Context: an optimization exercise on an open-source flow, tuned for small area, a short achievable clock period and few clock cycles per item. The choices shown serve that exercise and are no tape-out recipe. At most, simulation tests tie the RTL to the original design; equivalence was not proved. Power and IR drop assume default switching activity.

==> flow/design.v (excerpt) <==
module sfd_tx (
    input  wire        clk,
    input  wire        rst,
    input  wire        in_valid,
    input  wire [7:0]  in_op,
    input  wire [7:0]  in_dest,
    input  wire [7:0]  in_byte,
    input  wire        in_last,
    input  wire        in_empty,
    output wire        in_ready,
    output wire        tx_valid,
    output wire [7:0]  tx_byte,
    input  wire        tx_ready
);
For scale: about 1100 cells after synthesis, roughly 40 I/O pins, about 16000 µm² of cells after synthesis.
export LEC_CHECK = 0
export CAP_MARGIN = 20
export CORE_MARGIN = 2
export CORE_UTILIZATION = 40
export PLACE_DENSITY = 0.6
export SETUP_SLACK_MARGIN = 3.0
export SLEW_MARGIN = 20
create_clock -name core_clock -period 6.0 [get_ports {clk}]
run.sh (not shown) runs the stock make flow with config.mk's settings and CLKGATE_MAP_FILE= SYNTH_SCRIPT=/design/flow/synth_recipe.tcl, a recipe that flattens the netlist after the stock synthesis.
Testbench counts at the start, summed over its fixed seeds: cycles 47,582, bytes 31,638.
==> next run, changes <==
SETUP_SLACK_MARGIN = default   (was 3.0)
Effect: Synthesized area is unchanged; utilization came out lower by 1.9 points; final area fell by 4.0%; total power came out lower by 1.5%; register-to-register slack loses 0.25 ns; global-route usage decreases by 0.69 points; worst hold slack is about the same; setup slack gets worse by 0.69 ns; combinational power is lower by 12%; clock power went down by about 2%.

Another version of the RTL of sfd_tx (not shown whole).
For scale: ~1000 cells after synthesis, ~390 flip-flops.
// sfd_tx
module sfd_tx (
    input  wire        clk,
    input  wire        rst,
    input  wire        in_valid,
    input  wire [7:0]  in_op,
    input  wire [7:0]  in_dest,
    input  wire [7:0]  in_byte,
    input  wire        in_last,
    input  wire        in_empty,
    output wire        in_ready,
    output wire        tx_valid,
    output wire [7:0]  tx_byte,
    input  wire        tx_ready
);
export LEC_CHECK = 0
export CAP_MARGIN = 20
export CORE_MARGIN = 2
export CORE_UTILIZATION = 65
export CTS_CLUSTER_DIAMETER = 100
export CTS_CLUSTER_SIZE = 24
export PLACE_DENSITY = 0.75
export SETUP_SLACK_MARGIN = 3.65
export SLEW_MARGIN = 20
create_clock -name core_clock -period 6.0 [get_ports {clk}]
standard.sh (not shown) runs the stock make flow with config.mk's settings and CLKGATE_MAP_FILE= SYNTH_SCRIPT=/design/flow/synth_recipe.tcl, a recipe that flattens the netlist after the stock synthesis.
==> flow/flow/run.sh <==
#!/bin/bash
# The standard layout (the standard.sh, ORFS make targets), with one change:
# the port buffers that buffer_ports inserts are sky130_fd_sc_hd__buf_4 cells
# instead of the default choice (clkdlybuf4s50_1, a slow delay cell).
# Each tool's output goes to a log of its own: ORFS keeps its per-step logs
# under orfs/logs/, and make's own output goes to make_finish.log here.
set -euo pipefail
bash standard.sh "BUFFER_PORTS_ARGS=-buffer_cell sky130_fd_sc_hd__buf_4" finish > make_finish.log 2>&1
Then changed:
- SETUP_SLACK_MARGIN: 3.65 -> 3.3
Die area stays the same.
Global-route usage goes down by 1.1 points.
Worst setup slack degrades by 0.054 ns.
Worst hold slack stays flat.
Cell count goes down by 2.3%.
Area after synthesis does not change.
Clock power goes down by about 3%.
Routed wire length goes down by 4.6%.
Synthesized cell count is unchanged.
First-iteration DRC count goes down by 4.0%.
Function was not checked in any run of this note: the RTL went through the layout flow alone.

== the reference run ==
Another version of the RTL of sfd_tx (not shown whole).
Size in the first run: roughly 990 cells after synthesis, ~380 flip-flops.
export LEC_CHECK = 0
export CAP_MARGIN = 20
export CORE_MARGIN = 2
export CORE_UTILIZATION = 65
export CTS_BUF_LIST = sky130_fd_sc_hd__clkbuf_4 sky130_fd_sc_hd__clkbuf_8
export PLACE_DENSITY = 0.75
export SETUP_SLACK_MARGIN = 3.3
export SLEW_MARGIN = 20
create_clock -name core_clock -period 6.0 [get_ports {clk}]
run.sh (not shown) runs the stock make flow with config.mk's settings and CLKGATE_MAP_FILE= SYNTH_SCRIPT=/design/flow/synth_recipe.tcl, a recipe that flattens the netlist after the stock synthesis.
Stock flow here: none of the scripts above is used.
Testbench counts of the reference run, summed over its fixed seeds: cycles 47,582, bytes 31,638.
## Diff of input files: the trial run against the reference run
Settings: removing CTS_BUF_LIST (formerly sky130_fd_sc_hd__clkbuf_4 sky130_fd_sc_hd__clkbuf_8).
Findings:
Looking at fill cell total of the finished layout, the trial run sits 36 below the reference run.
Higher worst setup slack among the trial run and the reference run: the trial run
| largest fanout of any net on the critical path | the trial run vs the reference run | 19 higher |
Compared the trial run vs the reference run, and largest clock skew in the final design is down in the trial run.
Gate count of the mapped netlist: the trial run vs the reference run identical
Power drawn by the combinational cells delta for the trial run relative to the reference run: about 2% lower

The RTL this note starts from:
==> flow/design.v <==
module sfd_tx (
    input  wire        clk,
    input  wire        rst,
    input  wire        in_valid,
    input  wire [7:0]  in_op,
    input  wire [7:0]  in_dest,
    input  wire [7:0]  in_byte,
    input  wire        in_last,
    input  wire        in_empty,
    output wire        in_ready,
    output wire        tx_valid,
    output wire [7:0]  tx_byte,
    input  wire        tx_ready
);
    localparam [7:0] MARKER       = 8'h1B;
    localparam [7:0] LIT_SENTINEL = 8'h1C;
    localparam [7:0] OP_DATA      = 8'h44;
    reg  [7:0]  buf_mem [0:31];
    reg  [5:0]  top;           
    reg         pf_v;          
    reg  [7:0]  pf_b;
    reg         in_rdy;        
    reg         in_cmd;        
    reg         ib_v;          
    reg  [7:0]  ib_byte;
    reg         ib_last;
    reg         ib_empty;
    reg         col_isd;       
    reg  [7:0]  col_op;
    reg  [7:0]  col_dest;
    reg  [5:0]  cnt;           
    reg         pair;          
    reg         s_pend;        
    reg         col_closed;    
    reg         carry;         
    reg         carry_last;    
    reg         cap;           
    reg         rdy_valid;
    reg  [7:0]  rdy_op;
    reg  [7:0]  rdy_dest;
    reg  [5:0]  rdy_end;       
    reg         active;        
    reg  [5:0]  pos;           
    reg         out_src;       
    reg  [5:0]  out_end;       
    reg  [15:0] seq;
    reg         tx_v;
    reg  [7:0]  tx_b;
    assign in_ready = in_rdy;
    assign tx_valid = tx_v;
    assign tx_byte  = tx_b;
    function [5:0] inc6(input [5:0] x);
        inc6 = x ^ {&x[4:0], &x[3:0], &x[2:0], &x[1:0], x[0], 1'b1};
    endfunction
    function [5:0] dec6(input [5:0] x);
        dec6 = x ^ {~|x[4:0], ~|x[3:0], ~|x[2:0], ~|x[1:0], ~x[0], 1'b1};
    endfunction
    function [4:0] inc5(input [4:0] x);
        inc5 = x ^ {&x[3:0], &x[2:0], &x[1:0], x[0], 1'b1};
    endfunction
    wire        fire     = in_valid && in_rdy;
    wire        consume  = ib_v && cap;
    wire        is_mk    = (ib_byte == MARKER) && !ib_empty;
    wire        is_m     = col_isd && is_mk;
    wire        two      = is_m && pair;
    wire        c30      = (cnt == 6'd39);
    wire        c31      = (cnt == 6'd40);
    wire        nofit    = two && c31;
    wire [5:0]  cnt1     = inc6(cnt);
    wire [5:0]  cnt2     = {inc5(cnt[5:1]), cnt[0]};
    wire [5:0]  ncnt     = two ? cnt2 : cnt1;
    wire        close    = ib_last || ib_empty || c31 || (c30 && two);
    wire [5:0]  close_len = ib_empty ? cnt : nofit ? 6'd40 : ncnt;
    reg  [7:0]  hdr;
    always @(*) begin
        case (pos[3:0])
            4'd0, 4'd1, 4'd2: hdr = MARKER;
            4'd4:             hdr = seq[15:8];
            4'd5:             hdr = seq[7:0];
            4'd6:             hdr = out_src ? col_op : rdy_op;
            4'd7:             hdr = out_src ? col_dest : rdy_dest;
            4'd9:             hdr = {2'b00, out_end - 6'd9};
            default:          hdr = 8'h00;
        endcase
    end
    wire        in_body  = (pos >= 6'd10);
    wire [7:0]  next_b   = in_body ? pf_b : hdr;
    wire        adv      = !tx_v || tx_ready;  
    wire        ready_b  = !in_body || pf_v;   
    wire        emit     = adv && active && ready_b;
    wire        idle     = adv && !active;
    wire        pos_last = (pos == out_end);
    wire        done     = emit && pos_last;
    wire        want     = done || idle;
    wire        take_rdy = want && rdy_valid;
    wire        take_col = want && !rdy_valid && col_closed;
    wire        pos_lt8  = (pos[5:3] == 3'd0);
    wire        hold     = active && pos_lt8;
    wire        to_rdy   = col_closed && !take_col && !rdy_valid && !(hold && !out_src);
    wire        col_move = take_col || to_rdy;
    wire        push     = emit || take_rdy || take_col;
    wire [7:0]  push_b   = emit ? next_b : MARKER;
    wire        rd       = emit && in_body;
    wire        buf_rd   = !top[5] && (!pf_v || rd);
    wire        occ31    = (top == 6'd30);
    wire        occ32    = (top == 6'd31);
    wire        wr_in    = consume && !ib_empty;
    wire        wr_s     = s_pend && !occ32;
    wire        wr       = wr_in || wr_s;
    wire        full_n   = !buf_rd && (occ32 || (occ31 && wr));
    wire        spend_n  = consume ? (two && !nofit) : (s_pend && !wr_s);
    wire        closed_n = (consume && close) || (col_closed && (col_move ? carry_last : 1'b1));
    wire        cap_n    = !spend_n && !closed_n && !full_n;
    wire        ibv_n    = fire || (ib_v && !consume);
    wire        active_n = want ? (take_rdy || take_col) : active;
    wire        lt8_n    = emit ? (done || (pos[5:3] == 3'd0 && pos[2:0] != 3'd7)) : (idle || pos_lt8);
    wire        src_n    = take_rdy ? 1'b0 : take_col ? 1'b1 : out_src;
    wire        in_cmd_n = fire ? !(in_last || in_empty) : in_cmd;
    wire        colbusy_n = ibv_n || closed_n || (active_n && lt8_n && src_n);
    wire        in_rdy_n = (!ibv_n || cap_n) && !(!in_cmd_n && colbusy_n);
    integer i;
    always @(posedge clk) begin
        if (wr) begin
            for (i = 31; i > 0; i = i - 1)
                buf_mem[i] <= buf_mem[i - 1];
            buf_mem[0] <= s_pend ? LIT_SENTINEL : ib_byte;
        end
        if (in_rdy) begin
            ib_byte  <= in_byte;
            ib_last  <= in_last;
            ib_empty <= in_empty;
        end
        if (in_rdy && !in_cmd) begin
            col_op   <= in_op;
            col_dest <= in_dest;
            col_isd  <= (in_op == OP_DATA);
        end
        if (to_rdy) begin
            rdy_op   <= col_op;
            rdy_dest <= col_dest;
            rdy_end  <= cnt;
        end
        if (take_rdy) begin
            out_src  <= 1'b0;
            out_end  <= rdy_end;
        end
        if (take_col) begin
            out_src  <= 1'b1;
            out_end  <= cnt;
        end
        if (buf_rd)
            pf_b <= buf_mem[top[4:0]];
        if (adv)
            tx_b <= push_b;
    end
    always @(posedge clk) begin
        if (rst) begin
            top        <= 6'h3F;
            pf_v       <= 1'b0;
            in_rdy     <= 1'b1;
            in_cmd     <= 1'b0;
            ib_v       <= 1'b0;
            cnt        <= 6'd9;
            pair       <= 1'b0;
            s_pend     <= 1'b0;
            col_closed <= 1'b0;
            carry      <= 1'b0;
            carry_last <= 1'b0;
            cap        <= 1'b1;
            rdy_valid  <= 1'b0;
            active     <= 1'b0;
            pos        <= 6'd0;
            seq        <= 16'h0000;
            tx_v       <= 1'b0;
        end else begin
            if (wr && !buf_rd)
                top <= inc6(top);
            else if (buf_rd && !wr)
                top <= dec6(top);
            pf_v <= buf_rd || (pf_v && !rd);
            in_rdy <= in_rdy_n;
            in_cmd <= in_cmd_n;
            ib_v   <= ibv_n;
            cap    <= cap_n;
            s_pend <= spend_n;
            if (adv)
                tx_v <= push;
            if (emit) begin
                if (done) begin
                    seq <= (seq == 16'hFFFE) ? 16'h0000 : seq + 16'd1;
                    pos <= 6'd0;
                end else begin
                    pos <= pos + 6'd1;
                end
            end else if (idle) begin
                pos <= 6'd1;
            end
            if (want)
                active <= take_rdy || take_col;
            if (take_rdy)
                rdy_valid <= 1'b0;
            if (to_rdy)
                rdy_valid <= 1'b1;
            if (col_move) begin
                col_closed <= carry_last;
                cnt        <= carry ? 6'd10 : 6'd9;
                pair       <= carry;
                carry      <= 1'b0;
                carry_last <= 1'b0;
            end
            if (consume) begin
                if (close) begin
                    col_closed <= 1'b1;
                    cnt        <= close_len;
                    carry      <= nofit;
                    carry_last <= nofit && ib_last;
                end else begin
                    cnt        <= ncnt;
                    pair       <= is_m && !pair;
                end
            end
        end
    end
endmodule
clock: 6.0 ns
lec_check: 0
cap_margin: 20
core_margin: 2
core_utilization: 65
cts_cluster_diameter: 100
cts_cluster_size: 24
place_density: 0.75
setup_slack_margin: 3.65
slew_margin: 20
standard.sh (not shown) runs the stock make flow with config.mk's settings and CLKGATE_MAP_FILE= SYNTH_SCRIPT=/design/flow/synth_recipe.tcl, a recipe that flattens the netlist after the stock synthesis.
Scripts as last shown in full above: flow/flow/run.sh
The baseline completed without violations.
Testbench counts at the start, summed over its fixed seeds: cycles 47,888, bytes 31,638.
Edit:
- CTS_CLUSTER_DIAMETER: 100 -> 120
- CTS_CLUSTER_SIZE: 24 -> 28
- GPL_TIMING_DRIVEN: default -> 1
What happened:
- The new run went through all stages and came out clean
- worst setup slack improves by 0.022 ns
- fmax rises by 0.91%
- area after synthesis is unchanged
- final area falls by 0.60%
- sequential power is about the same
- global-route usage hardly moves
- first-iteration DRC count falls by 15%
- routed wire length falls by 0.86%
- combinational power is about the same
- clock power falls by about 4%
Edit:
- GPL_TIMING_DRIVEN: 1 -> default
Result: The new run finished clean. Sequential share of layout area is unchanged. Cell area stays the same. Cell count is unchanged.

Another version of the RTL of sfd_tx (not shown whole).
Size in the first run: about 15,000 um^2 of cells after synthesis.
## sfd_tx
module sfd_tx (
    input  wire        clk,
    input  wire        rst,
    input  wire        in_valid,
    input  wire [7:0]  in_op,
    input  wire [7:0]  in_dest,
    input  wire [7:0]  in_byte,
    input  wire        in_last,
    input  wire        in_empty,
    output wire        in_ready,
    output wire        tx_valid,
    output wire [7:0]  tx_byte,
    input  wire        tx_ready
);
    localparam [7:0] MARKER       = 8'h1B;
    localparam [7:0] LIT_SENTINEL = 8'h1C;
    localparam [7:0] OP_DATA      = 8'h44;
    reg  [7:0]  buf_mem [0:31];
    reg  [5:0]  top;           
    reg         pf_v;          
    reg  [7:0]  pf_b;
    reg         in_rdy;        
    reg         in_cmd;        
    reg         ib_v;          
    reg  [7:0]  ib_byte;
    reg         ib_last;
    reg         ib_empty;
    reg         col_isd;       
    reg  [7:0]  col_op;
    reg  [7:0]  col_dest;
    reg  [5:0]  cnt;           
    reg         pair;          
    reg         s_pend;        
    reg         col_closed;    
    reg         carry;         
    reg         carry_last;    
    reg         cap;           
    reg         rdy_valid;
    reg  [7:0]  rdy_op;
    reg  [7:0]  rdy_dest;
    reg  [5:0]  rdy_end;       
    reg         active;        
    reg  [5:0]  pos;           
    reg         out_src;       
    reg  [5:0]  out_end;       
    reg  [15:0] seq;
    reg         tx_v;
    reg  [7:0]  tx_b;
    assign in_ready = in_rdy;
    assign tx_valid = tx_v;
    assign tx_byte  = tx_b;
    function [5:0] inc6(input [5:0] x);
        inc6 = x ^ {&x[4:0], &x[3:0], &x[2:0], &x[1:0], x[0], 1'b1};
    endfunction
    function [5:0] dec6(input [5:0] x);
        dec6 = x ^ {~|x[4:0], ~|x[3:0], ~|x[2:0], ~|x[1:0], ~x[0], 1'b1};
    endfunction
    function [4:0] inc5(input [4:0] x);
        inc5 = x ^ {&x[3:0], &x[2:0], &x[1:0], x[0], 1'b1};
    endfunction
  ...
Settings: LEC_CHECK=0, CAP_MARGIN=5, CORE_MARGIN=2, CORE_UTILIZATION=55, CTS_CLUSTER_DIAMETER=120, CTS_CLUSTER_SIZE=28, PLACE_DENSITY=0.65, SETUP_SLACK_MARGIN=3.65, SLEW_MARGIN=5; clock period 6.0 ns.
Scripts as last shown in full above: flow/flow/run.sh
The starting point ran to the end with no violations.
Testbench counts at the start, summed over its fixed seeds: cycles 47,888, bytes 31,638.
Then changed:
Settings changed: CAP_MARGIN 5 to 20, CORE_UTILIZATION 55 to 75, PLACE_DENSITY 0.65 to 0.85, SLEW_MARGIN 5 to 20.
=>
- wire length is higher by a few percent
- core utilization came out higher by 23 points
- total power barely changes
- setup slack degrades by 40 ps
- register-to-register slack degrades by 60 ps
- via count rose by a little under a tenth
- final cell count went down by a few percent
- maximum frequency is lower slightly

Setup of job 4290:
sfd_tx again, from the RTL that the note above started with.
export LEC_CHECK = 0
export CAP_MARGIN = 20
export CORE_MARGIN = 2
export CORE_UTILIZATION = 55
export CTS_CLUSTER_DIAMETER = 120
export CTS_CLUSTER_SIZE = 28
export PLACE_DENSITY = 0.65
export SETUP_SLACK_MARGIN = 3.65
export SLEW_MARGIN = 20
create_clock -name core_clock -period 6.0 [get_ports {clk}]
Scripts as last shown in full above: flow/flow/run.sh
Testbench counts of job 4290, summed over its fixed seeds: cycles 47,888, bytes 31,638.
Inputs modified between job 4290 and job 3783:
--- a/flow/config.mk
+++ b/flow/config.mk
@@ -10,4 +10,5 @@
-export CORE_UTILIZATION = 55
-export CTS_CLUSTER_DIAMETER = 120
-export CTS_CLUSTER_SIZE = 28
-export PLACE_DENSITY = 0.65
+export CORE_UTILIZATION = 65
+export CTS_BUF_LIST = sky130_fd_sc_hd__clkbuf_8 sky130_fd_sc_hd__clkbuf_16
+export CTS_CLUSTER_DIAMETER = 100
+export CTS_CLUSTER_SIZE = 20
+export PLACE_DENSITY = 0.75
[summary]
There was hardly any difference in register area between job 3783 and job 4290.
Job 3783 vs. job 4290: detailed-route wire length fell about 0.8%, actual slew at the worst max-slew pin shows an increase of 0.026 ns, power grew by 3.5%, detailed-routed wire length on met2 went down about 2%, via count rose 3.3%.
When job 3783 is measured against job 4290, its clock slew at the register clock pins of the worst setup and hold paths turns out 0.02 ns lower.
## Diff of input files: job 3310 against job 3783
--- a/flow/config.mk
+++ b/flow/config.mk
@@ -10,6 +10,5 @@
-export CORE_UTILIZATION = 65
-export CTS_BUF_LIST = sky130_fd_sc_hd__clkbuf_8 sky130_fd_sc_hd__clkbuf_16
-export CTS_CLUSTER_DIAMETER = 100
-export CTS_CLUSTER_SIZE = 20
-export PLACE_DENSITY = 0.75
-export SETUP_SLACK_MARGIN = 3.65
+export CORE_UTILIZATION = 55
+export CTS_CLUSTER_DIAMETER = 120
+export CTS_CLUSTER_SIZE = 28
+export PLACE_DENSITY = 0.65
+export SETUP_SLACK_MARGIN = 3.72
==> run notes <==
- Job 3783 → job 3310: maximum clock rate rose by about 1%; max-cap violation count was more or less identical; combinational cell power grew by about 4%; global routing usage summed across all routing layers fell 3.7 points; first-pass GRT wire length went up by about 3%.
- Remaining max-slew budget at the tightest pin, job 3310 and job 3783: higher on job 3310

-- port drivers added, routing unchanged --
No port has a modelled driver above. Below, the same layouts with a new extraction and two added sets of constraints. Step 1 assumes that a clkbuf_16 drives the clock port and a buf_2 every other input. Step 2 also shifts input and output timing later by t, the mid clock arrival at the registers, as if the neighbouring blocks saw the same clock. a / b / c = ideal / step 1 / step 2; a / b = the first two.
| run | t, ns | setup WS [ns] | latest minus earliest clock arrival (ns) | worst slew at a driven data input, ns |
|---|---|---|---|---|
| the first run of note 1 | 0.612 | 2.375 / 2.316 / 1.802 | 0.020 / 0.020 | 0.05 |
| the second run of note 1 | 0.589 | 1.689 / 1.722 / 1.133 | 0.016 / 0.016 | 0.05 |
| the first run of note 2 | 0.571 | 3.416 / 3.416 / 3.416 | 0.023 / 0.023 | 0.04 |
| the second run of note 2 | 0.566 | 3.362 / 3.362 / 3.362 | 0.028 / 0.028 | 0.04 |
| the reference run | 0.646 | 3.329 / 3.351 / 2.705 | 0.022 / 0.022 | 0.05 |
| the trial run | 0.575 | 3.345 / 3.295 / 2.811 | 0.020 / 0.020 | 0.04 |
| the first run of note 4 | 0.567 | 3.530 / 3.530 / 3.046 | 0.023 / 0.023 | 0.05 |
| the second run of note 4 | 0.572 | 3.552 / 3.552 / 3.045 | 0.026 / 0.027 | 0.05 |
| the third run of note 4 | 0.572 | 3.552 / 3.552 / 3.045 | 0.026 / 0.027 | 0.05 |
| the first run of note 5 | 0.574 | 3.638 / 3.655 / 3.091 | 0.024 / 0.024 | 0.03 |
| the second run of note 5 | 0.585 | 3.598 / 3.602 / 3.042 | 0.038 / 0.039 | 0.04 |
| job 4290 | 0.562 | 3.658 / 3.648 / 3.194 | 0.028 / 0.029 | 0.03 |
| job 3783 | 0.587 | 3.623 / 3.614 / 3.144 | 0.024 / 0.023 | 0.04 |
| job 3310 | 0.576 | 3.646 / 3.638 / 3.093 | 0.029 / 0.029 | 0.04 |
After both steps setup and hold are still met in every run listed. The setup slack of the reference run, which loses most, moves by +0.022 ns with the drivers and by -0.624 ns with both steps.
